Background: an optimization exercise with open tools, aiming at a short achievable clock period and few clock cycles. Do not read the settings as production practice.
Function was checked by simulation only, so behaviour that the tests miss may differ from the original.
The clock cells of this run come from the design's own scripts or RTL, not from TritonCTS.
The flow treats the clock pin as an ideal source. Dropping or thinning the clock tree relies on that and would not hold on a real chip.
No activity file was given, so power comes from the tool's default toggle rates.

File: flow/design.v
module mbus_ascii_core (
    input             clk,
    input             rst,          
    input             host_valid,
    output            host_ready,
    input      [2:0]  host_op,      
    input      [15:0] host_addr,    
    input      [15:0] host_wdata,
    output reg        rsp_valid,
    output reg [15:0] rsp_data
);
    localparam integer P_MAXLEN = 48;
    localparam integer OBUF_CAP = P_MAXLEN + 10;
    localparam [7:0] C_DPENC = 8'h01, C_DPDEC = 8'h02, C_CKSUM = 8'h03,
                     C_BUILD = 8'h04, C_PARSE = 8'h05;
    localparam [7:0] ST_OK = 8'h00, ST_TOO_SHORT = 8'h01, ST_SENTINEL = 8'h02,
                     ST_NO_ETX = 8'h03, ST_SHORT_CK = 8'h04, ST_CK_MISMATCH = 8'h05,
                     ST_RANGE = 8'h06, ST_ENCODING = 8'h07,
                     ST_BAD_NAK = 8'h09, ST_NON_ASCII = 8'h0A, ST_BAD_LEN = 8'h0B,
                     ST_ILLEGAL = 8'h0C;
    localparam [7:0] STX = 8'h02, ETX = 8'h03, ACK = 8'h06, NAK = 8'h15;
    localparam [4:0] L_NONE = 5'd0,  L_STATUS = 5'd1, L_FLAGS = 5'd2, L_OLEN = 5'd3,
                     L_KIND = 5'd4,  L_TID = 5'd5,    L_PID = 5'd6,   L_ADR = 5'd7,
                     L_VAL = 5'd8,   L_CODE = 5'd9,   L_DESC = 5'd10, L_HI = 5'd11,
                     L_LO = 5'd12,   L_HDR0 = 5'd16;  
    function [3:0] tens(input [6:0] n);
        case (n)
            7'd0: tens = 4'd0;
            7'd1: tens = 4'd0;
            7'd2: tens = 4'd0;
            7'd3: tens = 4'd0;
            7'd4: tens = 4'd0;
            7'd5: tens = 4'd0;
            7'd6: tens = 4'd0;
            7'd7: tens = 4'd0;
            7'd8: tens = 4'd0;
            7'd9: tens = 4'd0;
            7'd10: tens = 4'd1;
            7'd11: tens = 4'd1;
            7'd12: tens = 4'd1;
            7'd13: tens = 4'd1;
            7'd14: tens = 4'd1;
            7'd15: tens = 4'd1;
            7'd16: tens = 4'd1;
            7'd17: tens = 4'd1;
            7'd18: tens = 4'd1;
            7'd19: tens = 4'd1;
            7'd20: tens = 4'd2;
            7'd21: tens = 4'd2;
            7'd22: tens = 4'd2;
            7'd23: tens = 4'd2;
            7'd24: tens = 4'd2;
            7'd25: tens = 4'd2;
            7'd26: tens = 4'd2;
            7'd27: tens = 4'd2;
            7'd28: tens = 4'd2;
            7'd29: tens = 4'd2;
            7'd30: tens = 4'd3;
            7'd31: tens = 4'd3;
            7'd32: tens = 4'd3;
            7'd33: tens = 4'd3;
            7'd34: tens = 4'd3;
            7'd35: tens = 4'd3;
            7'd36: tens = 4'd3;
            7'd37: tens = 4'd3;
            7'd38: tens = 4'd3;
            7'd39: tens = 4'd3;
            7'd40: tens = 4'd4;
            7'd41: tens = 4'd4;
            7'd42: tens = 4'd4;
            7'd43: tens = 4'd4;
            7'd44: tens = 4'd4;
            7'd45: tens = 4'd4;
            7'd46: tens = 4'd4;
            7'd47: tens = 4'd4;
            7'd48: tens = 4'd4;
            7'd49: tens = 4'd4;
            7'd50: tens = 4'd5;
            7'd51: tens = 4'd5;
            7'd52: tens = 4'd5;
            7'd53: tens = 4'd5;
            7'd54: tens = 4'd5;
            7'd55: tens = 4'd5;
            7'd56: tens = 4'd5;
            7'd57: tens = 4'd5;
            7'd58: tens = 4'd5;
            7'd59: tens = 4'd5;
            7'd60: tens = 4'd6;
            7'd61: tens = 4'd6;
            7'd62: tens = 4'd6;
            7'd63: tens = 4'd6;
            7'd64: tens = 4'd6;
            7'd65: tens = 4'd6;
            7'd66: tens = 4'd6;
            7'd67: tens = 4'd6;
            7'd68: tens = 4'd6;
            7'd69: tens = 4'd6;
            7'd70: tens = 4'd7;
            7'd71: tens = 4'd7;
            7'd72: tens = 4'd7;
            7'd73: tens = 4'd7;
            7'd74: tens = 4'd7;
            7'd75: tens = 4'd7;
            7'd76: tens = 4'd7;
            7'd77: tens = 4'd7;
            7'd78: tens = 4'd7;
            7'd79: tens = 4'd7;
            7'd80: tens = 4'd8;
            7'd81: tens = 4'd8;
            7'd82: tens = 4'd8;
            7'd83: tens = 4'd8;
            7'd84: tens = 4'd8;
            7'd85: tens = 4'd8;
            7'd86: tens = 4'd8;
            7'd87: tens = 4'd8;
            7'd88: tens = 4'd8;
            7'd89: tens = 4'd8;
            7'd90: tens = 4'd9;
            7'd91: tens = 4'd9;
            7'd92: tens = 4'd9;
            7'd93: tens = 4'd9;
            7'd94: tens = 4'd9;
            7'd95: tens = 4'd9;
            7'd96: tens = 4'd9;
            7'd97: tens = 4'd9;
            7'd98: tens = 4'd9;
            7'd99: tens = 4'd9;
            default: tens = 4'd9;
        endcase
    endfunction
    function [3:0] units(input [6:0] n);
        case (n)
            7'd0: units = 4'd0;
            7'd1: units = 4'd1;
            7'd2: units = 4'd2;
            7'd3: units = 4'd3;
            7'd4: units = 4'd4;
            7'd5: units = 4'd5;
            7'd6: units = 4'd6;
            7'd7: units = 4'd7;
            7'd8: units = 4'd8;
            7'd9: units = 4'd9;
            7'd10: units = 4'd0;
            7'd11: units = 4'd1;
            7'd12: units = 4'd2;
            7'd13: units = 4'd3;
            7'd14: units = 4'd4;
            7'd15: units = 4'd5;
            7'd16: units = 4'd6;
            7'd17: units = 4'd7;
            7'd18: units = 4'd8;
            7'd19: units = 4'd9;
            7'd20: units = 4'd0;
            7'd21: units = 4'd1;
            7'd22: units = 4'd2;
            7'd23: units = 4'd3;
            7'd24: units = 4'd4;
            7'd25: units = 4'd5;
            7'd26: units = 4'd6;
            7'd27: units = 4'd7;
            7'd28: units = 4'd8;
            7'd29: units = 4'd9;
            7'd30: units = 4'd0;
            7'd31: units = 4'd1;
            7'd32: units = 4'd2;
            7'd33: units = 4'd3;
            7'd34: units = 4'd4;
            7'd35: units = 4'd5;
            7'd36: units = 4'd6;
            7'd37: units = 4'd7;
            7'd38: units = 4'd8;
            7'd39: units = 4'd9;
            7'd40: units = 4'd0;
            7'd41: units = 4'd1;
            7'd42: units = 4'd2;
            7'd43: units = 4'd3;
            7'd44: units = 4'd4;
            7'd45: units = 4'd5;
            7'd46: units = 4'd6;
            7'd47: units = 4'd7;
            7'd48: units = 4'd8;
            7'd49: units = 4'd9;
            7'd50: units = 4'd0;
            7'd51: units = 4'd1;
            7'd52: units = 4'd2;
            7'd53: units = 4'd3;
            7'd54: units = 4'd4;
            7'd55: units = 4'd5;
            7'd56: units = 4'd6;
            7'd57: units = 4'd7;
            7'd58: units = 4'd8;
            7'd59: units = 4'd9;
            7'd60: units = 4'd0;
            7'd61: units = 4'd1;
            7'd62: units = 4'd2;
            7'd63: units = 4'd3;
            7'd64: units = 4'd4;
            7'd65: units = 4'd5;
            7'd66: units = 4'd6;
            7'd67: units = 4'd7;
            7'd68: units = 4'd8;
            7'd69: units = 4'd9;
            7'd70: units = 4'd0;
            7'd71: units = 4'd1;
            7'd72: units = 4'd2;
            7'd73: units = 4'd3;
            7'd74: units = 4'd4;
            7'd75: units = 4'd5;
            7'd76: units = 4'd6;
            7'd77: units = 4'd7;
            7'd78: units = 4'd8;
            7'd79: units = 4'd9;
            7'd80: units = 4'd0;
            7'd81: units = 4'd1;
            7'd82: units = 4'd2;
            7'd83: units = 4'd3;
            7'd84: units = 4'd4;
            7'd85: units = 4'd5;
            7'd86: units = 4'd6;
            7'd87: units = 4'd7;
            7'd88: units = 4'd8;
            7'd89: units = 4'd9;
            7'd90: units = 4'd0;
            7'd91: units = 4'd1;
            7'd92: units = 4'd2;
            7'd93: units = 4'd3;
            7'd94: units = 4'd4;
            7'd95: units = 4'd5;
            7'd96: units = 4'd6;
            7'd97: units = 4'd7;
            7'd98: units = 4'd8;
            7'd99: units = 4'd9;
            default: units = 4'd0;
        endcase
    endfunction
    function [7:0] hex_digit(input [3:0] v);
        hex_digit = (v < 4'd10) ? (8'h30 + {4'd0, v}) : (8'h37 + {4'd0, v});
    endfunction
    function [7:0] add8(input [7:0] a, input [7:0] b, input cin);
        reg [7:0] g, p, gn, pn;
        reg [8:0] c;
        integer i, d;
        begin
            g = a & b;
            p = a ^ b;
            g[0] = g[0] | (p[0] & cin);
            for (d = 1; d < 8; d = d * 2) begin
                gn = g;
                pn = p;
                for (i = d; i < 8; i = i + 1) begin
                    gn[i] = g[i] | (p[i] & g[i-d]);
                    pn[i] = p[i] & p[i-d];
                end
                g = gn;
                p = pn;
            end
            c = {g, cin};
            add8 = (a ^ b) ^ c[7:0];
        end
    endfunction
    function [7:0] sum3(input [7:0] a, input [7:0] b, input [7:0] c);
        sum3 = add8(a ^ b ^ c, {(a[6:0] & b[6:0]) | (a[6:0] & c[6:0]) | (b[6:0] & c[6:0]), 1'b0}, 1'b0);
    endfunction
    function [7:0] sum4(input [7:0] a, input [7:0] b, input [7:0] c, input [7:0] d);
        reg [7:0] s1, c1;
        begin
            s1 = a ^ b ^ c;
            c1 = {(a[6:0] & b[6:0]) | (a[6:0] & c[6:0]) | (b[6:0] & c[6:0]), 1'b0};
            sum4 = sum3(s1, c1, d);
        end
    endfunction
    function is_digit(input [7:0] b);
        is_digit = (b >= 8'h30) && (b <= 8'h39);
    endfunction
    function [11:0] dp_partial(input [7:0] b0, input [7:0] b1);
        dp_partial = {1'b0, b0, 3'b000} + {3'b000, b0, 1'b0} + {4'd0, b1};
    endfunction
    function [15:0] dp_final(input [11:0] p);
        dp_final = {4'd0, p} - 16'd528;
    endfunction
    function [7:0] nak_desc(input [7:0] code);
        case (code)
            8'h43:   nak_desc = 8'd1;
            8'h44:   nak_desc = 8'd2;
            8'h49:   nak_desc = 8'd3;
            8'h4D:   nak_desc = 8'd4;
            8'h4F:   nak_desc = 8'd5;
            8'h54:   nak_desc = 8'd6;
            8'h56:   nak_desc = 8'd7;
            8'h58:   nak_desc = 8'd8;
            default: nak_desc = 8'd9;
        endcase
    endfunction
    integer k, g, j;
    reg rst_r;
    reg rdy;
    always @(posedge clk) begin
        rst_r <= rst;
        rdy   <= rst || !rst_r;
    end
    assign host_ready = rdy;
    wire acc = host_valid && rdy && !rst;
    reg        x_rd;                  
    reg        x_wrreg_a0, x_wrreg_a1, x_wrreg_a2, x_wrreg_len;
    reg        x_cmd, x_cmd_build, x_cmd_parse, x_cmd_hdr;
    reg        x_wrib;                
    reg        x_rdib;                
    reg        x_rdob;                
    reg [7:0]  x_ihi;                 
    reg [7:0]  x_ilo;                 
    reg [5:0]  x_a6;                  
    reg [1:0]  x_esel;                
    reg        x_rdlen;               
    reg [4:0]  x_late;                
    reg [15:0] x_wd;
    always @(posedge clk) begin
        x_rd        <= acc && (host_op == 3'd0 || host_op == 3'd2 || host_op == 3'd4);
        x_wrreg_a0  <= acc && host_op == 3'd1 && host_addr[7:0] == 8'h01;
        x_wrreg_a1  <= acc && host_op == 3'd1 && host_addr[7:0] == 8'h02;
        x_wrreg_a2  <= acc && host_op == 3'd1 && host_addr[7:0] == 8'h03;
        x_wrreg_len <= acc && host_op == 3'd1 && host_addr[7:0] == 8'h04;
        x_cmd       <= acc && host_op == 3'd1 && host_addr[7:0] == 8'h00;
        x_cmd_build <= acc && host_op == 3'd1 && host_addr[7:0] == 8'h00 && host_wdata[7:0] == C_BUILD;
        x_cmd_parse <= acc && host_op == 3'd1 && host_addr[7:0] == 8'h00 && host_wdata[7:0] == C_PARSE;
        x_cmd_hdr   <= (host_wdata[7:0] == C_DPENC) || (host_wdata[7:0] == C_CKSUM) ||
                       (host_wdata[7:0] == C_BUILD);
        x_wrib      <= acc && host_op == 3'd3 && host_addr < P_MAXLEN;
        x_rdib      <= acc && host_op == 3'd2 && host_addr < P_MAXLEN;
        x_rdob      <= acc && host_op == 3'd4 && host_addr < OBUF_CAP;
        for (k = 0; k < 8; k = k + 1) begin
            x_ihi[k] <= (host_addr[5:3] == k);
            x_ilo[k] <= (host_addr[2:0] == k);
        end
        x_a6 <= host_addr[5:0];
        x_esel  <= 2'd0;
        x_rdlen <= 1'b0;
        x_late  <= L_NONE;
        if (acc && host_op == 3'd0) begin
            case (host_addr[7:0])
                8'h01: x_esel  <= 2'd1;
                8'h02: x_esel  <= 2'd2;
                8'h03: x_esel  <= 2'd3;
                8'h04: x_rdlen <= 1'b1;
                8'h08: x_late  <= L_STATUS;
                8'h09: x_late  <= L_FLAGS;
                8'h0A: x_late  <= L_OLEN;
                8'h0B: x_late  <= L_KIND;
                8'h0C: x_late  <= L_TID;
                8'h0D: x_late  <= L_PID;
                8'h0E: x_late  <= L_ADR;
                8'h0F: x_late  <= L_VAL;
                8'h10: x_late  <= L_CODE;
                8'h11: x_late  <= L_DESC;
                default: ;
            endcase
        end
        x_wd <= host_wdata;
    end
    reg [7:0]  ibuf [0:P_MAXLEN-1];
    reg [7:0]  obuf [0:OBUF_CAP-1];
    reg [7:0]  arg0, arg1, arg2;
    reg [15:0] ilen;
    reg [P_MAXLEN+2:0] m_ext;
    wire [P_MAXLEN-1:0] m_all;    
    wire [P_MAXLEN-1:0] m_pay3;   
    wire [P_MAXLEN-1:0] m_pay1;   
    wire [P_MAXLEN-1:0] oh_l1;    
    wire [P_MAXLEN-1:0] oh_l2;    
    wire [P_MAXLEN-1:0] oh_l3;    
    genvar gk;
    generate
        for (gk = 0; gk < P_MAXLEN; gk = gk + 1) begin : g_mask
            assign m_all[gk]  = m_ext[gk];
            assign m_pay3[gk] = (gk >= 7) && m_ext[gk+3];
            assign m_pay1[gk] = (gk >= 7) && m_ext[gk+1];
            assign oh_l1[gk]  = m_ext[gk]   && !m_ext[gk+1];
            assign oh_l2[gk]  = m_ext[gk+1] && !m_ext[gk+2];
            assign oh_l3[gk]  = m_ext[gk+2] && !m_ext[gk+3];
        end
    endgenerate
    reg        l_bad, l_short, l_lt10, l_eq9, l_eq11;
    wire [P_MAXLEN-1:0] ib_we;
    generate
        for (gk = 0; gk < P_MAXLEN; gk = gk + 1) begin : g_we
            assign ib_we[gk] = x_wrib && x_ihi[gk / 8] && x_ilo[gk % 8];
        end
    endgenerate
    reg        om_hdr;           
    reg        om_tail;          
    reg [5:0]  om_len;
    always @(posedge clk) begin
        for (k = 0; k < P_MAXLEN; k = k + 1)
            if (ib_we[k])
                ibuf[k] <= x_wd[7:0];
    end
    always @(posedge clk) begin
        if (rst_r) begin
            arg0 <= 8'h00;
            arg1 <= 8'h00;
            arg2 <= 8'h00;
            ilen <= 16'h0000;
            m_ext   <= {(P_MAXLEN+3){1'b0}};
            l_bad   <= 1'b0;
            l_short <= 1'b1;
            l_lt10  <= 1'b1;
            l_eq9   <= 1'b0;
            l_eq11  <= 1'b0;
        end else begin
            if (x_wrreg_a0) arg0 <= x_wd[7:0];
            if (x_wrreg_a1) arg1 <= x_wd[7:0];
            if (x_wrreg_a2) arg2 <= x_wd[7:0];
            if (x_wrreg_len) begin
                ilen <= x_wd;
                for (k = 0; k < P_MAXLEN + 3; k = k + 1)
                    m_ext[k] <= (x_wd > k);
                l_bad   <= (x_wd > P_MAXLEN);
                l_short <= (x_wd < 16'd8);
                l_lt10  <= (x_wd < 16'd10);
                l_eq9   <= (x_wd == 16'd9);
                l_eq11  <= (x_wd == 16'd11);
            end
        end
    end
    always @(posedge clk) begin
        if (x_cmd_build) begin
            for (k = 7; k < OBUF_CAP; k = k + 1)
                obuf[k] <= (k - 7 < P_MAXLEN && m_all[(k - 7) % P_MAXLEN]) ? ibuf[(k - 7) % P_MAXLEN] : ETX;
        end else if (x_cmd_parse) begin
            for (k = 0; k + 7 < P_MAXLEN; k = k + 1)
                obuf[k] <= ibuf[k + 7];
        end
    end
    always @(posedge clk) begin
        if (x_cmd) begin
            om_hdr  <= x_cmd_hdr;
            om_tail <= x_cmd_build && (arg1 == 8'd1);
            om_len  <= ilen[5:0];
        end
    end
    reg [7:0]  s_lane [0:7];
    reg [15:0] s_reg;
    reg        s_isreg;
    reg [4:0]  s_late;
    always @(*) begin
        for (j = 0; j < 8; j = j + 1) begin
            s_lane[j] = 8'h00;
            for (g = 0; g < 6; g = g + 1)
                s_lane[j] = s_lane[j] | (ibuf[8*g+j] & {8{x_rdib && x_ihi[g]}});
            for (g = 0; g < 8; g = g + 1)
                if (8*g + j < OBUF_CAP)
                    s_lane[j] = s_lane[j] | (obuf[(8*g+j) % OBUF_CAP] & {8{x_rdob && x_ihi[g]}});
        end
        s_isreg = (x_esel != 2'd0) || x_rdlen;
        case (x_esel)
            2'd1:    s_reg = {8'd0, arg0};
            2'd2:    s_reg = {8'd0, arg1};
            2'd3:    s_reg = {8'd0, arg2};
            default: s_reg = ilen;
        endcase
        s_late = x_late;
        if (x_rdob) begin
            if (om_hdr && x_a6 < 6'd7)
                s_late = L_HDR0 + {2'd0, x_a6[2:0]};
            else if (om_tail && x_a6 == om_len + 6'd7)
                s_late = L_HI;
            else if (om_tail && x_a6 == om_len + 6'd8)
                s_late = L_LO;
        end
    end
    reg        c1_v;
    reg [7:0]  c1_opc;
    reg [7:0]  c1_a0, c1_a1, c1_a2;
    reg [5:0]  c1_len;
    reg        c1_bad, c1_short, c1_lt10, c1_eq9, c1_eq11;
    reg        c1_sent_ack, c1_sent_nak;
    reg [7:0]  c1_f [0:7];
    reg [7:0]  c1_fl3, c1_fl2, c1_fl1;
    reg        c1_na_all, c1_na3, c1_na1;
    reg [7:0]  c1_s [0:15];      
    reg [7:0]  mfl3, mfl2, mfl1;
    reg        mna_all, mna3, mna1;
    always @(posedge clk) begin
        c1_v     <= x_cmd && !rst_r;
        c1_opc   <= x_wd[7:0];
        c1_a0    <= arg0;
        c1_a1    <= arg1;
        c1_a2    <= arg2;
        c1_len   <= ilen[5:0];
        c1_bad   <= l_bad;
        c1_short <= l_short;
        c1_lt10  <= l_lt10;
        c1_eq9   <= l_eq9;
        c1_eq11  <= l_eq11;
        c1_sent_ack <= (ibuf[0] == ACK);
        c1_sent_nak <= (ibuf[0] == NAK);
        for (k = 0; k < 8; k = k + 1) c1_f[k] <= ibuf[k];
        mfl3 = 8'h00; mfl2 = 8'h00; mfl1 = 8'h00;
        mna_all = 1'b0; mna3 = 1'b0; mna1 = 1'b0;
        for (k = 0; k < P_MAXLEN; k = k + 1) begin
            mfl3 = mfl3 | (ibuf[k] & {8{oh_l3[k]}});
            mfl2 = mfl2 | (ibuf[k] & {8{oh_l2[k]}});
            mfl1 = mfl1 | (ibuf[k] & {8{oh_l1[k]}});
            mna_all = mna_all | (m_all[k]  & ibuf[k][7]);
            mna3    = mna3    | (m_pay3[k] & ibuf[k][7]);
            mna1    = mna1    | (m_pay1[k] & ibuf[k][7]);
        end
        c1_fl3    <= mfl3;
        c1_fl2    <= mfl2;
        c1_fl1    <= mfl1;
        c1_na_all <= mna_all;
        c1_na3    <= mna3;
        c1_na1    <= mna1;
        for (g = 0; g < 16; g = g + 1) begin
            c1_s[g] <= sum3(ibuf[3*g] & {8{m_all[3*g]}}, ibuf[3*g+1] & {8{m_all[3*g+1]}},
                            ibuf[3*g+2] & {8{m_all[3*g+2]}});
        end
    end
    reg        c2_v;
    reg [7:0]  c2_opc;
    reg [3:0]  c2_d [0:5];       
    reg [5:0]  c2_len;
    reg        c2_bad, c2_short, c2_lt10, c2_eq9, c2_eq11;
    reg        c2_sent_ack, c2_sent_nak, c2_etx;
    reg [7:0]  c2_f7, c2_fl3, c2_fl2;
    reg        c2_na_all, c2_na3, c2_na1;
    reg [7:0]  c2_s [0:3];
    reg [7:0]  c2_corr;          
    reg [11:0] c2_ptid, c2_ppid, c2_padr, c2_pdec;
    reg        c2_fdig, c2_adig;
    reg        c2_rng0, c2_rng, c2_bck;
    always @(posedge clk) begin
        c2_v     <= c1_v && !rst_r;
        c2_opc   <= c1_opc;
        c2_d[0]  <= tens(c1_a0[6:0]);
        c2_d[1]  <= units(c1_a0[6:0]);
        c2_d[2]  <= tens(c1_a1[6:0]);
        c2_d[3]  <= units(c1_a1[6:0]);
        c2_d[4]  <= tens(c1_a2[6:0]);
        c2_d[5]  <= units(c1_a2[6:0]);
        c2_len   <= c1_len;
        c2_bad   <= c1_bad;
        c2_short <= c1_short;
        c2_lt10  <= c1_lt10;
        c2_eq9   <= c1_eq9;
        c2_eq11  <= c1_eq11;
        c2_sent_ack <= c1_sent_ack;
        c2_sent_nak <= c1_sent_nak;
        c2_etx   <= (c1_fl1 == ETX);
        c2_f7    <= c1_f[7];
        c2_fl3   <= c1_fl3;
        c2_fl2   <= c1_fl2;
        c2_na_all <= c1_na_all;
        c2_na3   <= c1_na3;
        c2_na1   <= c1_na1;
        for (g = 0; g < 4; g = g + 1)
            c2_s[g] <= sum4(c1_s[4*g], c1_s[4*g+1], c1_s[4*g+2], c1_s[4*g+3]);
        c2_corr  <= sum4(c1_f[0], c1_fl3, c1_fl2, c1_fl1);
        c2_ptid  <= dp_partial(c1_f[1], c1_f[2]);
        c2_ppid  <= dp_partial(c1_f[3], c1_f[4]);
        c2_padr  <= dp_partial(c1_f[5], c1_f[6]);
        c2_pdec  <= dp_partial(c1_a0, c1_a1);
        c2_fdig  <= is_digit(c1_f[1]) && is_digit(c1_f[2]) && is_digit(c1_f[3]) &&
                    is_digit(c1_f[4]) && is_digit(c1_f[5]) && is_digit(c1_f[6]);
        c2_adig  <= is_digit(c1_a0) && is_digit(c1_a1);
        c2_rng0  <= (c1_a0 > 8'd99);
        c2_rng   <= (c1_a0 > 8'd99) || (c1_a1 > 8'd99) || (c1_a2 > 8'd99);
        c2_bck   <= (c1_a1 == 8'd1);
    end
    reg        c3_v;
    reg [7:0]  c3_opc;
    reg [3:0]  c3_d [0:5];
    reg [5:0]  c3_h1, c3_h2;     
    reg [5:0]  c3_len;
    reg        c3_bad, c3_short, c3_lt10, c3_eq9, c3_eq11;
    reg        c3_sent_ack, c3_sent_nak, c3_etx;
    reg [7:0]  c3_f7, c3_fl3, c3_fl2;
    reg        c3_na_all, c3_na;
    reg [7:0]  c3_sumc, c3_corr;
    reg [15:0] c3_tid, c3_pid, c3_adr, c3_dec;
    reg        c3_fdig, c3_adig, c3_ck, c3_bck;
    reg        c3_rng0, c3_rng;
    wire c2_ck = (c2_ppid == 12'd529);      
    always @(posedge clk) begin
        c3_v     <= c2_v && !rst_r;
        c3_opc   <= c2_opc;
        for (k = 0; k < 6; k = k + 1) c3_d[k] <= c2_d[k];
        c3_h1    <= {2'd0, c2_d[0]} + {2'd0, c2_d[1]} + {2'd0, c2_d[2]};
        c3_h2    <= {2'd0, c2_d[3]} + {2'd0, c2_d[4]} + {2'd0, c2_d[5]};
        c3_len   <= c2_len;
        c3_bad   <= c2_bad;
        c3_short <= c2_short;
        c3_lt10  <= c2_lt10;
        c3_eq9   <= c2_eq9;
        c3_eq11  <= c2_eq11;
        c3_sent_ack <= c2_sent_ack;
        c3_sent_nak <= c2_sent_nak;
        c3_etx   <= c2_etx;
        c3_f7    <= c2_f7;
        c3_fl3   <= c2_fl3;
        c3_fl2   <= c2_fl2;
        c3_na_all <= c2_na_all;
        c3_na    <= c2_ck ? c2_na3 : c2_na1;
        c3_sumc  <= sum4(c2_s[0], c2_s[1], c2_s[2], c2_s[3]);
        c3_corr  <= c2_corr;
        c3_tid   <= dp_final(c2_ptid);
        c3_pid   <= dp_final(c2_ppid);
        c3_adr   <= dp_final(c2_padr);
        c3_dec   <= dp_final(c2_pdec);
        c3_fdig  <= c2_fdig;
        c3_adig  <= c2_adig;
        c3_ck    <= c2_ck;
        c3_bck   <= c2_bck;
        c3_rng0  <= c2_rng0;
        c3_rng   <= c2_rng;
    end
    localparam [2:0] V_ZERO = 3'd0, V_DEC = 3'd1, V_SUMC = 3'd2, V_SUMB = 3'd3, V_SUMP = 3'd4;
    localparam [1:0] H_DIG0 = 2'd0, H_HEXC = 2'd1, H_BUILD = 2'd2;
    reg [7:0]  q_status;         
    reg        q_mchk;           
    reg [7:0]  q_flags, q_kind, q_code;
    reg [15:0] q_olen;
    reg        q_ids;            
    reg [2:0]  q_vsel;           
    reg [1:0]  q_hsel;           
    always @(*) begin
        q_status = ST_OK;
        q_mchk   = 1'b0;
        q_flags  = 8'h00;
        q_kind   = 8'h00;
        q_code   = 8'h00;
        q_olen   = 16'h0000;
        q_ids    = 1'b0;
        q_vsel   = V_ZERO;
        q_hsel   = H_DIG0;
        case (c3_opc)
            C_DPENC: begin
                if (c3_rng0) begin
                    q_status = ST_RANGE;
                end else begin
                    q_olen = 16'd2;
                end
            end
            C_DPDEC: begin
                q_vsel  = V_DEC;
                q_flags = {7'd0, c3_adig};
            end
            C_CKSUM: begin
                if (c3_bad) begin
                    q_status = ST_BAD_LEN;
                end else begin
                    q_olen = 16'd2;
                    q_vsel = V_SUMC;
                    q_hsel = H_HEXC;
                end
            end
            C_BUILD: begin
                if (c3_bad) begin
                    q_status = ST_BAD_LEN;
                end else if (c3_rng) begin
                    q_status = ST_RANGE;
                end else if (c3_na_all) begin
                    q_status = ST_ENCODING;
                end else begin
                    q_olen  = {10'd0, c3_len} + (c3_bck ? 16'd10 : 16'd8);
                    q_flags = {6'd0, c3_bck, 1'b0};
                    q_vsel  = c3_bck ? V_SUMB : V_ZERO;
                    q_hsel  = H_BUILD;
                end
            end
            C_PARSE: begin
                if (c3_bad) begin
                    q_status = ST_BAD_LEN;
                end else if (c3_short) begin
                    q_status = ST_TOO_SHORT;
                end else if (!c3_sent_ack && !c3_sent_nak) begin
                    q_status = ST_SENTINEL;
                end else if (!c3_etx) begin
                    q_status = ST_NO_ETX;
                end else if (c3_ck && c3_lt10) begin
                    q_status = ST_SHORT_CK;
                end else begin
                    q_mchk = c3_ck;
                    if (c3_sent_ack) begin
                        if (c3_na) begin
                            q_status = ST_NON_ASCII;
                        end else begin
                            q_kind  = 8'd1;
                            q_olen  = {10'd0, c3_len - (c3_ck ? 6'd10 : 6'd8)};
                            q_flags = {6'd0, c3_ck, c3_fdig};
                            q_vsel  = c3_ck ? V_SUMP : V_ZERO;
                            q_ids   = 1'b1;
                        end
                    end else begin
                        if (c3_ck ? !c3_eq11 : !c3_eq9) begin
                            q_status = ST_BAD_NAK;
                        end else begin
                            q_kind  = 8'd2;
                            q_olen  = 16'd1;
                            q_flags = {6'd0, c3_ck, c3_fdig};
                            q_vsel  = c3_ck ? V_SUMP : V_ZERO;
                            q_code  = c3_f7;
                            q_ids   = 1'b1;
                        end
                    end
                end
            end
            default: q_status = ST_ILLEGAL;
        endcase
    end
    reg        c4_v;
    reg [7:0]  c4_status;
    reg        c4_mchk;
    reg [7:0]  c4_flags, c4_kind, c4_code, c4_desc;
    reg [15:0] c4_olen;
    reg        c4_ids;
    reg [2:0]  c4_vsel;
    reg [1:0]  c4_hsel;
    reg [3:0]  c4_d [0:5];
    reg [7:0]  c4_fl3, c4_fl2;
    reg [7:0]  c4_sumc, c4_sump, c4_sumb;
    reg [15:0] c4_tid, c4_pid, c4_adr, c4_dec;
    always @(posedge clk) begin
        c4_v      <= c3_v && !rst_r;
        c4_status <= q_status;
        c4_mchk   <= q_mchk;
        c4_flags  <= q_flags;
        c4_kind   <= q_kind;
        c4_code   <= q_code;
        c4_desc   <= (q_kind == 8'd2) ? nak_desc(c3_f7) : 8'h00;
        c4_olen   <= q_olen;
        c4_ids    <= q_ids;
        c4_vsel   <= q_vsel;
        c4_hsel   <= q_hsel;
        for (k = 0; k < 6; k = k + 1) c4_d[k] <= c3_d[k];
        c4_fl3    <= c3_fl3;
        c4_fl2    <= c3_fl2;
        c4_sumc   <= c3_sumc;
        c4_sump   <= add8(c3_sumc, ~c3_corr, 1'b1);
        c4_sumb   <= sum4(c3_sumc, 8'h20, {2'd0, c3_h1}, {2'd0, c3_h2});
        c4_tid    <= c3_tid;
        c4_pid    <= c3_pid;
        c4_adr    <= c3_adr;
        c4_dec    <= c3_dec;
    end
    wire       c4_mism = c4_mchk && ((hex_digit(c4_sump[7:4]) != c4_fl3) ||
                                     (hex_digit(c4_sump[3:0]) != c4_fl2));
    wire       c4_ok   = (c4_status == ST_OK) && !c4_mism;
    reg [7:0]  r_status, r_flags, r_kind, r_code, r_desc;
    reg [15:0] r_olen, r_tid, r_pid, r_adr, r_val;
    reg [7:0]  r_hdr [0:6];
    reg [7:0]  r_hi, r_lo;
    always @(*) begin
        r_status = c4_mism ? ST_CK_MISMATCH : c4_status;
        r_flags  = c4_ok ? c4_flags : 8'h00;
        r_kind   = c4_ok ? c4_kind  : 8'h00;
        r_code   = c4_ok ? c4_code  : 8'h00;
        r_desc   = c4_ok ? c4_desc  : 8'h00;
        r_olen   = c4_ok ? c4_olen  : 16'h0000;
        r_tid    = (c4_ok && c4_ids) ? c4_tid : 16'h0000;
        r_pid    = (c4_ok && c4_ids) ? c4_pid : 16'h0000;
        r_adr    = (c4_ok && c4_ids) ? c4_adr : 16'h0000;
        case (c4_vsel)
            V_DEC:   r_val = c4_dec;
            V_SUMC:  r_val = {8'd0, c4_sumc};
            V_SUMB:  r_val = {8'd0, c4_sumb};
            V_SUMP:  r_val = {8'd0, c4_sump};
            default: r_val = 16'h0000;
        endcase
        if (!c4_ok) r_val = 16'h0000;
        for (k = 0; k < 7; k = k + 1) r_hdr[k] = 8'h00;
        case (c4_hsel)
            H_HEXC: begin
                r_hdr[0] = hex_digit(c4_sumc[7:4]);
                r_hdr[1] = hex_digit(c4_sumc[3:0]);
            end
            H_BUILD: begin
                r_hdr[0] = STX;
                for (k = 0; k < 6; k = k + 1)
                    r_hdr[k+1] = 8'h30 + {4'd0, c4_d[k]};
            end
            default: begin
                r_hdr[0] = 8'h30 + {4'd0, c4_d[0]};
                r_hdr[1] = 8'h30 + {4'd0, c4_d[1]};
            end
        endcase
        r_hi = hex_digit(c4_sumb[7:4]);
        r_lo = hex_digit(c4_sumb[3:0]);
    end
    reg [7:0]  status, flags, res_kind, res_code, res_desc;
    reg [15:0] olen, res_tid, res_pid, res_adr, res_val;
    reg [7:0]  ob_hdr [0:6];
    reg [7:0]  ob_hi, ob_lo;
    always @(posedge clk) begin
        if (rst_r) begin
            status   <= 8'h00;
            flags    <= 8'h00;
            olen     <= 16'h0000;
            res_kind <= 8'h00;
            res_tid  <= 16'h0000;
            res_pid  <= 16'h0000;
            res_adr  <= 16'h0000;
            res_val  <= 16'h0000;
            res_code <= 8'h00;
            res_desc <= 8'h00;
        end else if (c4_v) begin
            status   <= r_status;
            flags    <= r_flags;
            olen     <= r_olen;
            res_kind <= r_kind;
            res_tid  <= r_tid;
            res_pid  <= r_pid;
            res_adr  <= r_adr;
            res_val  <= r_val;
            res_code <= r_code;
            res_desc <= r_desc;
        end
    end
    always @(posedge clk) begin
        if (c4_v) begin
            for (k = 0; k < 7; k = k + 1) ob_hdr[k] <= r_hdr[k];
            ob_hi <= r_hi;
            ob_lo <= r_lo;
        end
    end
    localparam integer RD = 4;
    reg            rp_v    [1:RD];
    reg [15:0]     rp_data [1:RD];
    reg [4:0]      rp_late [1:RD];
    reg [7:0]  rp1_lane [0:7];
    reg [7:0]  rp1_lo;
    reg        rp1_isreg;
    reg [15:0] rp1_reg;
    reg [7:0]  rp1_byte;
    always @(*) begin
        rp1_byte = 8'h00;
        for (j = 0; j < 8; j = j + 1)
            rp1_byte = rp1_byte | (rp1_lane[j] & {8{rp1_lo[j]}});
    end
    always @(posedge clk) begin
        rp_v[1]    <= x_rd && !rst_r;
        for (j = 0; j < 8; j = j + 1) rp1_lane[j] <= s_lane[j];
        rp1_lo     <= x_ilo;
        rp1_isreg  <= s_isreg;
        rp1_reg    <= s_reg;
        rp_late[1] <= s_late;
        rp_v[2]    <= rp_v[1] && !rst_r;
        rp_data[2] <= rp1_isreg ? rp1_reg : {8'd0, rp1_byte};
        rp_late[2] <= rp_late[1];
        for (k = 3; k <= RD; k = k + 1) begin
            rp_v[k]    <= rp_v[k-1] && !rst_r;
            rp_data[k] <= rp_data[k-1];
            rp_late[k] <= rp_late[k-1];
        end
    end
    reg [15:0] late_data;
    always @(*) begin
        case (rp_late[RD])
            L_STATUS: late_data = {8'd0, status};
            L_FLAGS:  late_data = {8'd0, flags};
            L_OLEN:   late_data = olen;
            L_KIND:   late_data = {8'd0, res_kind};
            L_TID:    late_data = res_tid;
            L_PID:    late_data = res_pid;
            L_ADR:    late_data = res_adr;
            L_VAL:    late_data = res_val;
            L_CODE:   late_data = {8'd0, res_code};
            L_DESC:   late_data = {8'd0, res_desc};
            L_HI:     late_data = {8'd0, ob_hi};
            L_LO:     late_data = {8'd0, ob_lo};
            L_HDR0 + 5'd0: late_data = {8'd0, ob_hdr[0]};
            L_HDR0 + 5'd1: late_data = {8'd0, ob_hdr[1]};
            L_HDR0 + 5'd2: late_data = {8'd0, ob_hdr[2]};
            L_HDR0 + 5'd3: late_data = {8'd0, ob_hdr[3]};
            L_HDR0 + 5'd4: late_data = {8'd0, ob_hdr[4]};
            L_HDR0 + 5'd5: late_data = {8'd0, ob_hdr[5]};
            L_HDR0 + 5'd6: late_data = {8'd0, ob_hdr[6]};
            default:  late_data = rp_data[RD];
        endcase
    end
    always @(posedge clk) begin
        if (rst_r) begin
            rsp_valid <= 1'b0;
            rsp_data  <= 16'h0000;
        end else begin
            rsp_valid <= rp_v[RD];
            rsp_data  <= late_data;
        end
    end
endmodule
File: flow/flow/clock_tree.tcl
# A two-level clock tree, built in place of TritonCTS.
#
# The clock port drives NROOT root buffers; each root drives the leaf buffers
# of one part of the die; each leaf buffer drives an equal share of the
# flip-flops, taken from a tile of the die. The tiles come from sorting the
# flip-flops by x into NCOL columns of equal count, and each column by y into
# NROW tiles of equal count, so every leaf drives the same number of sinks
# and every root the same number of leaves: the tree is balanced by
# construction, with no buffer added or removed for any one register.

proc ct_center { iterm } {
  set bb [[$iterm getInst] getBBox]
  return [list [expr { ([$bb xMin] + [$bb xMax]) / 2 }] [expr { ([$bb yMin] + [$bb yMax]) / 2 }]]
}

proc ct_split { items n key } {
  # items: list of {iterm x y}; returns n lists of near-equal size, sorted by key (1 = x, 2 = y)
  set sorted [lsort -integer -index $key $items]
  set total [llength $sorted]
  set parts {}
  for { set i 0 } { $i < $n } { incr i } {
    set lo [expr { ($i * $total) / $n }]
    set hi [expr { (($i + 1) * $total) / $n - 1 }]
    lappend parts [lrange $sorted $lo $hi]
  }
  return $parts
}

proc ct_mean { pts } {
  set sx 0
  set sy 0
  foreach p $pts {
    set sx [expr { $sx + [lindex $p 1] }]
    set sy [expr { $sy + [lindex $p 2] }]
  }
  set n [llength $pts]
  return [list [expr { $sx / $n }] [expr { $sy / $n }]]
}

proc ct_buffer { block master name x y in_net out_net } {
  set inst [odb::dbInst_create $block $master $name]
  $inst setLocation [expr { $x - [$master getWidth] / 2 }] [expr { $y - [$master getHeight] / 2 }]
  $inst setPlacementStatus PLACED
  [$inst findITerm A] connect $in_net
  [$inst findITerm X] connect $out_net
  return $inst
}

proc build_clock_tree { clk_port ncol nrow rcol rrow leafname rootname } {
  set block [ord::get_db_block]
  set db [ord::get_db]
  set master [$db findMaster $leafname]
  set rmaster [$db findMaster $rootname]
  set clk_net [[$block findBTerm $clk_port] getNet]

  set sinks {}
  foreach it [$clk_net getITerms] {
    set c [ct_center $it]
    lappend sinks [list $it [lindex $c 0] [lindex $c 1]]
  }
  puts "clock tree: [llength $sinks] sinks, $ncol x $nrow leaves, $rcol x $rrow roots"

  # tiles: columns by x, then rows by y within each column
  set tiles {}
  set c 0
  foreach col [ct_split $sinks $ncol 1] {
    set r 0
    foreach tile [ct_split $col $nrow 2] {
      lappend tiles [list $c $r $tile]
      incr r
    }
    incr c
  }

  # roots: groups of leaf columns and rows
  set nroot [expr { $rcol * $rrow }]
  set root_nets {}
  set root_pts {}
  for { set i 0 } { $i < $nroot } { incr i } {
    set net [odb::dbNet_create $block "clknet_root_$i"]
    $net setSigType CLOCK
    lappend root_nets $net
    lappend root_pts {}
  }

  set li 0
  foreach t $tiles {
    lassign $t c r tile
    set ri [expr { ($c * $rcol / $ncol) * $rrow + ($r * $rrow / $nrow) }]
    set m [ct_mean $tile]
    set net [odb::dbNet_create $block "clknet_leaf_$li"]
    $net setSigType CLOCK
    foreach s $tile {
      set it [lindex $s 0]
      $it disconnect
      $it connect $net
    }
    ct_buffer $block $master "clkbuf_leaf_$li" [lindex $m 0] [lindex $m 1] [lindex $root_nets $ri] $net
    set pts [lindex $root_pts $ri]
    lappend pts [list "" [lindex $m 0] [lindex $m 1]]
    lset root_pts $ri $pts
    incr li
  }

  for { set i 0 } { $i < $nroot } { incr i } {
    set m [ct_mean [lindex $root_pts $i]]
    ct_buffer $block $rmaster "clkbuf_root_$i" [lindex $m 0] [lindex $m 1] $clk_net [lindex $root_nets $i]
  }
  $clk_net setSigType CLOCK
  puts "clock tree: [llength $tiles] leaf buffers, $nroot root buffers"
}

# Three levels: the clock port drives rcol x rrow roots, each root the mids
# of its block of leaf tiles, each mid the leaf buffers of its smaller block.
# lcol must be a multiple of mcol, mcol of rcol (and the same for rows).
proc build_clock_tree3 { clk_port lcol lrow mcol mrow rcol rrow leafname midname rootname } {
  set block [ord::get_db_block]
  set db [ord::get_db]
  set lmaster [$db findMaster $leafname]
  set mmaster [$db findMaster $midname]
  set rmaster [$db findMaster $rootname]
  set clk_net [[$block findBTerm $clk_port] getNet]

  set sinks {}
  foreach it [$clk_net getITerms] {
    set c [ct_center $it]
    lappend sinks [list $it [lindex $c 0] [lindex $c 1]]
  }
  puts "clock tree: [llength $sinks] sinks, $lcol x $lrow leaves, $mcol x $mrow mids, $rcol x $rrow roots"

  set nmid [expr { $mcol * $mrow }]
  set nroot [expr { $rcol * $rrow }]
  set mid_nets {}
  set mid_pts {}
  for { set i 0 } { $i < $nmid } { incr i } {
    set net [odb::dbNet_create $block "clknet_mid_$i"]
    $net setSigType CLOCK
    lappend mid_nets $net
    lappend mid_pts {}
  }
  set root_nets {}
  set root_pts {}
  for { set i 0 } { $i < $nroot } { incr i } {
    set net [odb::dbNet_create $block "clknet_root_$i"]
    $net setSigType CLOCK
    lappend root_nets $net
    lappend root_pts {}
  }

  set li 0
  set c 0
  foreach col [ct_split $sinks $lcol 1] {
    set r 0
    foreach tile [ct_split $col $lrow 2] {
      set mc [expr { $c * $mcol / $lcol }]
      set mr [expr { $r * $mrow / $lrow }]
      set mi [expr { $mc * $mrow + $mr }]
      set m [ct_mean $tile]
      set net [odb::dbNet_create $block "clknet_leaf_$li"]
      $net setSigType CLOCK
      foreach s $tile {
        set it [lindex $s 0]
        $it disconnect
        $it connect $net
      }
      ct_buffer $block $lmaster "clkbuf_leaf_$li" [lindex $m 0] [lindex $m 1] [lindex $mid_nets $mi] $net
      set pts [lindex $mid_pts $mi]
      lappend pts [list "" [lindex $m 0] [lindex $m 1]]
      lset mid_pts $mi $pts
      incr li
      incr r
    }
    incr c
  }

  for { set mc 0 } { $mc < $mcol } { incr mc } {
    for { set mr 0 } { $mr < $mrow } { incr mr } {
      set mi [expr { $mc * $mrow + $mr }]
      set ri [expr { ($mc * $rcol / $mcol) * $rrow + ($mr * $rrow / $mrow) }]
      set m [ct_mean [lindex $mid_pts $mi]]
      ct_buffer $block $mmaster "clkbuf_mid_$mi" [lindex $m 0] [lindex $m 1] [lindex $root_nets $ri] [lindex $mid_nets $mi]
      set pts [lindex $root_pts $ri]
      lappend pts [list "" [lindex $m 0] [lindex $m 1]]
      lset root_pts $ri $pts
    }
  }

  for { set i 0 } { $i < $nroot } { incr i } {
    set m [ct_mean [lindex $root_pts $i]]
    ct_buffer $block $rmaster "clkbuf_root_$i" [lindex $m 0] [lindex $m 1] $clk_net [lindex $root_nets $i]
  }
  $clk_net setSigType CLOCK
  puts "clock tree: $li leaf buffers, $nmid mid buffers, $nroot root buffers"
}
File: flow/standard.sh
#!/bin/bash
# synth_recipe.tcl (not shown) runs the flow's synth.tcl, then flattens the netlist and writes it again
# the make line also repeats each setting of config.mk as NAME=value (left out here)
make -C /OpenROAD-flow-scripts/flow DESIGN_CONFIG=/design/flow/config.mk WORK_HOME=/design/flow/orfs CLKGATE_MAP_FILE= SYNTH_SCRIPT=/design/flow/synth_recipe.tcl "${@:-finish}"
File: flow/constraint.sdc
create_clock -name core_clock -period 10.0 [get_ports {clk}]
set_input_delay 2.0000 -clock core_clock [delete_from_list [all_inputs] [get_ports {clk}]]
set_output_delay 2.0000 -clock core_clock [all_outputs]
set_load 0.01 [all_outputs]
File: flow/config.mk
export PLATFORM = sky130hd
export DESIGN_NAME = mbus_ascii_core
export DESIGN_NICKNAME = mbus_ascii_core
export VERILOG_FILES = /design/flow/design.v
export SDC_FILE = /design/flow/constraint.sdc
export NUM_CORES = 4
export LEC_CHECK = 0
export CAP_MARGIN = 20
export CORE_MARGIN = 2
export CORE_UTILIZATION = 45
export PLACE_DENSITY = 0.65
export SLEW_MARGIN = 20
File: flow/flow/pre_cts.tcl
# PRE_CTS_TCL hook: build the clock tree (clock_tree.tcl) and let the CTS
# step go on with its legalisation and timing repair on that tree.
source [file join [file dirname [info script]] clock_tree.tcl]

# 8 x 12 leaf buffers (about 20 flip-flops each), 4 x 4 mid buffers,
# 2 x 2 root buffers on the clock port
build_clock_tree3 clk 8 12 4 4 2 2 sky130_fd_sc_hd__clkbuf_16 sky130_fd_sc_hd__clkbuf_16 sky130_fd_sc_hd__clkbuf_16
global_connect
set_propagated_clock [all_clocks]

# the tree is built: the CTS step's own tree builder has nothing to do
proc clock_tree_synthesis { args } {
  puts "clock_tree_synthesis: clock tree built by pre_cts.tcl"
}
File: flow/flow/run.sh
#!/bin/bash
# The standard layout, with two changes:
# - timing repair aims at a setup slack of 7.0 ns (about the design's
#   I/O-limited period) instead of 0, so that the resizer sizes the paths
#   for speed;
# - the clock tree is a balanced three-level tree built by flow/pre_cts.tcl
#   (flow/clock_tree.tcl) in place of TritonCTS's H-tree.
# The SDC and every other step are the standard flow's own.
set -euo pipefail
bash standard.sh SETUP_SLACK_MARGIN=7.0 PRE_CTS_TCL="$PWD/flow/pre_cts.tcl" finish > flow_standard.log 2>&1
==> flow_summary.json <==
{
  "postSynth.asyncResetShare_pct": 0,
  "instances_no_fill": 10382,
  "worstPathRequired_ns": 10.43,
  "hold_path.class": "register to register",
  "hpwl_um": 337000,
  "pre_cts_ws_ns": 5.91,
  "cap_violations": 0,
  "dieArea_um2": 203000,
  "layout.nets": 8140,
  "outcome": "complete, no violations",
  "leakage_nw": 37.9,
  "die_height_um": 450,
  "synth_area_leaders": "edfxtp_1, dfxtp_1, fa_1",
  "setup_viol": 0,
  "synth_top_cell_area_share_pct": 29.5,
  "io_pins": 56,
  "drive_gt1_share_pct": 13.0,
  "first_global_vias": 69613,
  "cp_slowest_cell": "nor2b_4",
  "globalplace.congestion": 1.06,
  "ys_seq_elements": 2034,
  "cp-end-kind": "register",
  "tightest_slew_ns": 1.40,
  "grtUsageTotal_pct": 48.5,
  "overflow": 0,
  "synthCells": 7550,
  "grt_max_degree": 88,
  "ys_types": 75,
  "clkTransAtPathRegs_ns": 0.09,
  "num_rows": 163,
  "finalCritPeriodShare_pct": 32.8,
  "firstDrtPassIters": 14,
  "holdBufCountCts": 0,
  "largest_register_ffs": 440,
  "final.min_clock_period_ns": 3.28,
  "dp.cells": 9980,
  "ys_warn_count": 16,
  "drt-wirelength-per-cell_um": 49.0,
  "syn_to_final_growth_pct": 11.2,
  "post-route-drc-count": 0,
  "clock_skew_ns": 0.119,
  "drt_iter0_drc": 14989,
  "insertion_delay_ns": 0.69,
  "powerDensity_nw_per_um2": 138,
  "core-area_um2": 198000,
  "die_x_um": 450,
  "max-vdd-ir-drop_v": 0.0000949,
  "antenna_found_initial": 97,
  "portBuffers": 55,
  "worstSetupPathType": "register to register",
  "setup_tns_ns": 0,
  "grt_pass1_wl_um": 657000,
  "synth_top_area_cell": "edfxtp_1",
  "timing_hold_violations_final": 0,
  "avgSynthCellArea_um2": 11.9,
  "slew_headroom_pct": 6.88,
  "drt-total-wl_um": 509000,
  "ys_seq_area_share_pct": 55.3,
  "largest_registers": "obuf x440, ibuf x384, c1_s x128",
  "ant_nets": 0,
  "path_cells": "clkbuf_8 > nor2b_4 > buf_4 > a22o_1 > a221oi_1 > and3_1 > nand4_1",
  "crit_arrival_ns": 3.71,
  "rsz0062_at_grt": "true",
  "vias": 76145,
  "mappedNetlistArea_um2": 89600,
  "via_per_inst": 7.33,
  "crit_path_max_incr_delay_ns": 0.71,
  "synth_edf_count": 881,
  "crit_path_start_kind": "register",
  "synth_ff_type": "dfxtp_1",
  "slew_viol_final": 0,
  "syn_nets": 8084,
  "fmax_ghz": 0.305,
  "nFillCells": 17236,
  "start_util_pct": 45.3,
  "crit_fanout": 22,
  "top_register": "obuf",
  "worst_slack_ns": 6.72
}
worst max-delay path, delay by kind of cell, from the launching register on:
| family | cells | cell delay [ns] |
|---|---|---|
| compound gates | 2 | 0.30 |
| simple gates | 3 | 1.31 |
| buf+inv | 2 | 1.02 |
| flops | 1 | 0.33 |
Yosys cell counts (8+ instances only):
library cell  number
ha_1             243
nor2b_1           85
nor4_1            18
a311oi_1          14
a222oi_1          77
dfxtp_1         1153
inv_1            422
nand2b_1          58
o211ai_1          16
or4_1             30
fa_1             253
nand2_1          299
o21ai_0          209
nand3b_1          12
a31oi_1           67
a211oi_1          30
clkbuf_1         438
o22ai_1           17
nor3_1            61
nand3_1          151
mux4_2            10
o21bai_1          59
mux2_2           186
xnor2_1          198
buf_1             43
nor2_1           278
nand4_1          117
a22oi_1          364
o31ai_1           11
a21oi_1          226
and3_1            63
a21o_1            62
a22o_1           355
xor2_1            79
and2_1           447
buf_2              8
mux2i_1           66
nor3b_1            8
a221oi_1         348
o21a_1            13
edfxtp_1         881
metal layers:
metal | track usage (%) | up-vias | wire length [um]
met5 | 0.758 | - | 400
met4 | 43.2 | 30 | 57000
met3 | 25.9 | 2697 | 79700
met2 | 66.8 | 7999 | 204000
met1 | 53.6 | 37302 | 168000
li1 | - | 28117 | -
cell type report:
| cell class | instances | area, um^2 | area share [%] |
|---|---|---|---|
| antenna | 138 | 345 | 0.347 |
| buffer | 116 | 2900 | 2.91 |
| inverter | 424 | 1600 | 1.61 |
| multi-input combinational | 4603 | 37700 | 37.8 |
| sequential | 2034 | 49700 | 49.9 |
| tap | 2640 | 3300 | 3.32 |
| timing repair buffer | 427 | 4150 | 4.16 |
path summary, 6_finish.rpt:
check	end	slack (ns)	startpoint	cells after the start
max	c1_fl1[4]$_DFF_P_	6.72	m_ext[35]$_SDFFE_PP0P_	7
max reg2reg	c1_fl1[4]$_DFF_P_	6.72	m_ext[35]$_SDFFE_PP0P_	7
min reg2reg	rp_data[4][6]$_DFF_P_	0.31	rp_data[3][6]$_DFF_P_	0
min	rp_data[4][6]$_DFF_P_	0.31	rp_data[3][6]$_DFF_P_	0
cells by family after synthesis:
logic type | synth area share (%)
xor+xnor | 2.71
mux | 3.33
compound gates | 16.0
simple gates | 9.80
buf+inv | 3.86
fa+ha+maj | 9.05
flops | 55.3
through the flow:
stage / hold WS (ns) / util, % / area, um^2 / power, mW
final: 0.314 / 50.4 / 99600 / 13.7
after CTS: 0.312 / 49.6 / 98100 / 13.6
after global placement: 0.310 / 47.5 / 93800 / 9.00
after global routing: 0.319 / 50.3 / 99300 / 13.9
after floorplan: 0.310 / - / 89700 / 8.90
after detailed placement: 0.312 / 47.5 / 93800 / 9.00
cell usage in the layout (no fill, tap or decap), drive strengths merged, types with 66 or more instances in the layout:
cell       n
a221oi   348
and2     447
dfxtp   1153
xnor2    198
nand2    299
a31oi     68
inv      419
a21oi    226
a222oi    77
nor2b     85
fa       253
mux2     186
nor2     280
edfxtp   881
xor2      79
ha       243
nand4    117
mux2i     66
a22o     355
nand3    151
clkbuf   124
a22oi    364
buf      380
diode    138
o21ai    211
power breakdown:
group          leakage [nW]  total (mW)  switching (mW)  internal [mW]
clock                  1.43        4.89            2.80           2.09
sequential             17.4        8.66          0.0411           8.62
combinational          19.0       0.156           0.118         0.0385
total                  37.9        13.7            2.96           10.7
what timing repair did:
| action | 4_1_cts | 5_1_grt |
|---|---|---|
| endpoints found under the setup margin | 473 | 214 |
| pin swaps | 14 | 20 |
| resized for setup | 290 | 126 |
| setup buffers | 63 | 72 |
| gates cloned | 5 | 3 |
Testbench counts, summed over its fixed seeds: cycles 20,818.

==> separate check: timing with driven ports <==
No port has a modelled driver above. Below, the same layout with a new extraction and two added sets of constraints.
Step 1 (the two cells are an assumption about what drives the block):
set clk [get_ports {clk}]
set_driving_cell -lib_cell sky130_fd_sc_hd__clkbuf_16 $clk
set_driving_cell -lib_cell sky130_fd_sc_hd__buf_2 [delete_from_list [all_inputs] $clk]
Step 2 also shifts input and output timing later by t, the mid clock arrival at the registers, as if the neighbouring blocks saw the same clock.
Slacks: ideal ports / drivers / drivers and shift; pairs: ideal ports / drivers.
shift t [ns]: 0.830
setup WS [ns]: 6.720 / 6.694 / 6.461
worst setup path at the end: input to register
After both steps this run still meets setup and hold. The setup slack of this run moves by -0.026 ns with the drivers and by -0.259 ns with both steps.
